From an optimization exercise on the open Yosys and OpenROAD flow, aimed at small area, a short achievable clock period and few clock cycles per item; shortcuts taken in it are not production practice.
In this exercise RTL edits were held to simulation tests only and were not proved equivalent to the original.
Power figures rest on the tool's default switching activity, not on a simulated workload.

Setup of run 1:
// p286_tmds_ser
module p286_tmds_ser (
    input  wire        clk,
    input  wire        rst,         
    input  wire        in_valid,
    output wire        in_ready,
    input  wire        in_ctl,      
    input  wire        in_hsync,    
    input  wire        in_vsync,    
    input  wire [23:0] in_rgb,      
    output wire        out_valid,
    output wire [5:0]  out_unit
);
    reg  [4:0] j_q;         
    reg        h_q;         
    reg        act_q;       
    reg        rdy_q;       
    reg        ld_q;        
    reg        last_q;      
    reg        ov_q;        
    reg        pix_q;       
    reg        m0_q;        
    reg        m9_q;        
    reg  [9:0] ring_q [0:2];
    reg  [2:0] inv_q;
    reg  [2:0] o_q;
    wire i0   = !j_q[4] && !j_q[0];
        wire i9   =  j_q[4] && !j_q[3];
    wire i89  =  j_q[4] && !j_q[2];
    wire k354 = (j_q[2] && !j_q[3]) || (j_q[4] && j_q[0]) || (j_q[2] && !j_q[1]) || i9 || i0;
    wire t0     = !h_q && i0;
    wire t19    =  h_q && i9;
    wire pass1  = !h_q ? !i0 : i0;              
    wire mid    = pix_q && !h_q && !i0 && !i9;  
    wire accept = in_valid && ld_q;
    wire idle_n = !accept && ld_q;                
    always @(posedge clk) begin
        if (rst || idle_n) begin
            j_q <= 5'b10000;
            h_q <= 1'b1;
        end else begin
            j_q <= {j_q[3:0], !j_q[4]};
            h_q <= h_q ^ i9;
        end
        if (rst) begin
            act_q  <= 1'b0;
            rdy_q  <= 1'b1;
            ld_q   <= 1'b1;
            last_q <= 1'b0;
            ov_q   <= 1'b0;
        end else begin
            act_q  <= accept || (act_q && !t19);
            rdy_q  <= !(in_valid && rdy_q) && (!act_q || (h_q && i89));
            ld_q   <= !(accept || (act_q && !(h_q && j_q[4] && !j_q[2])));
            last_q <= act_q && t19;
            ov_q   <= (act_q && !t0) || last_q;
        end
        if (ld_q) begin
            pix_q <= !in_ctl;
            m0_q  <= !in_hsync;
            m9_q  <= in_hsync ^ in_vsync;
        end
    end
    genvar c;
    generate
        for (c = 0; c < 3; c = c + 1) begin : ch
            wire [9:0] r = ring_q[c];
            wire [7:0] din = in_rgb[8*c +: 8];
            wire a1 = r[2], a2 = r[3], a3 = r[4], a4 = r[5], a5 = r[6], a6 = r[7], a7 = r[8];
  ...
Size: roughly 200 cells after synthesis, ~38 I/O pins, about 2100 um2 of cells after synthesis.
==> flow/config.mk <==
export PLATFORM = sky130hd
export DESIGN_NAME = p286_tmds_ser
export DESIGN_NICKNAME = p286_tmds_ser
export VERILOG_FILES = /design/flow/design.v
export SDC_FILE = /design/flow/constraint.sdc
export NUM_CORES = 4
export LEC_CHECK = 0
export CAP_MARGIN = 20
export CORE_MARGIN = 2
export CORE_UTILIZATION = 40
export SETUP_SLACK_MARGIN = 3.2
export SLEW_MARGIN = 20
==> flow/constraint.sdc <==
create_clock -name core_clock -period 5.0 [get_ports {clk}]
set_input_delay 1.0000 -clock core_clock [delete_from_list [all_inputs] [get_ports {clk}]]
set_output_delay 1.0000 -clock core_clock [all_outputs]
set_load 0.01 [all_outputs]
standard.sh (not shown) runs the stock make flow with config.mk's settings and CLKGATE_MAP_FILE= SYNTH_SCRIPT=/design/flow/synth_recipe.tcl, a recipe that flattens the netlist after the stock synthesis.
==> flow/flow/run.sh <==
#!/bin/bash
export BUFFER_PORTS_ARGS="-buffer_cell sky130_fd_sc_hd__buf_1"
export CTS_ARGS="-repair_clock_nets -root_buf sky130_fd_sc_hd__clkbuf_16 -buf_list sky130_fd_sc_hd__clkbuf_16"
bash standard.sh > standard.log 2>&1
Testbench counts of run 1, summed over its fixed seeds: cycles 48,024, items 2,400.
Relative to run 1, the following input files were edited for run 2:
==> flow/flow/run.sh <==
#!/bin/bash
export BUFFER_PORTS_ARGS="-buffer_cell sky130_fd_sc_hd__buf_1"
bash standard.sh > standard.log 2>&1
--- outcome ---
- Run 2 finished every step from synthesis to the final layout, and the layout passed the timing, DRC and antenna checks.
- Going from run 1 to run 2, slew at the pin closest to its max-slew limit has increased; met2 usage closely matched the old numbers; final design instance area without fill decreased by 34 um2 relative to the old numbers.
What run 3 does differently from run 2 at the input level:
==> flow/flow/run.sh <==
#!/bin/bash
export BUFFER_PORTS_ARGS="-buffer_cell sky130_fd_sc_hd__buf_1"
export CTS_ARGS="-sink_clustering_enable -repair_clock_nets -root_buf sky130_fd_sc_hd__clkbuf_16 -buf_list sky130_fd_sc_hd__clkbuf_16 -sink_clustering_size 100 -sink_clustering_max_diameter 500"
bash standard.sh > standard.log 2>&1
Notes after the runs:
Run 3: no failed stages, no open violations at the end
In run 3, proportion of final cell area spent on non-clock buffers is lower than in run 2.
Run 3 falls short of run 2 in total wire length.
Run 3 has clock power above what run 2 had.
Period utilization (higher): run 2
Area occupied by multi-input gates: run 2 vs run 3 identical
[inputs] run 4 vs run 3
# run 3
export LEC_CHECK = 0
export CAP_MARGIN = 20
export CORE_MARGIN = 2
export CORE_UTILIZATION = 40
export SETUP_SLACK_MARGIN = 3.2
export SLEW_MARGIN = 20
create_clock -name core_clock -period 5.0 [get_ports {clk}]
# run 4
export LEC_CHECK = 0
export CAP_MARGIN = 20
export CORE_MARGIN = 2
export CORE_UTILIZATION = 40
export CTS_CLUSTER_DIAMETER = 500
export CTS_CLUSTER_SIZE = 100
export SETUP_SLACK_MARGIN = 3.2
export SLEW_MARGIN = 20
create_clock -name core_clock -period 5.0 [get_ports {clk}]
==> flow/flow/run.sh <==
#!/bin/bash
export BUFFER_PORTS_ARGS="-buffer_cell sky130_fd_sc_hd__buf_1"
bash standard.sh > standard.log 2>&1
Results
Run 4 ended up with a lower met1 routing resource usage after global routing than run 3 did. Changes observed in run 4 relative to run 3: largest fanout on the critical path stayed essentially flat; core utilization went down.

-- separate check: timing with driven ports --
The flow's constraints put no driver on any port. The routed layouts listed below were extracted and timed again, unchanged, in two steps.
Step 1, drivers: a clkbuf_16 drives clk and a buf_2 each remaining input, both assumed.
Step 2 adds t to the input delays and takes it off the output delays; t is the mean of the earliest and latest rising clock arrival at the registers after step 1. Input paths then give back, and output paths get back, about the clock's delay inside the block.
Slacks: ideal / step 1 / step 2; pairs: ideal / step 1.
| run | t, ns | setup WS [ns] | worst setup path after step 2 | clock arrival spread, ns | slew at the worst register clock pin (ns) |
|---|---|---|---|---|---|
| run 1 | 0.310 | 3.236 / 3.205 / 3.214 | input to register | 0.006 / 0.006 | 0.06 / 0.06 |
| run 2 | 0.315 | 3.217 / 3.191 / 3.221 | input to register | 0.003 / 0.004 | 0.08 / 0.08 |
| run 3 | 0.310 | 3.236 / 3.205 / 3.214 | input to register | 0.006 / 0.006 | 0.06 / 0.06 |
| run 4 | 0.315 | 3.217 / 3.191 / 3.221 | input to register | 0.003 / 0.004 | 0.08 / 0.08 |
After both steps every run listed still meets setup and hold.
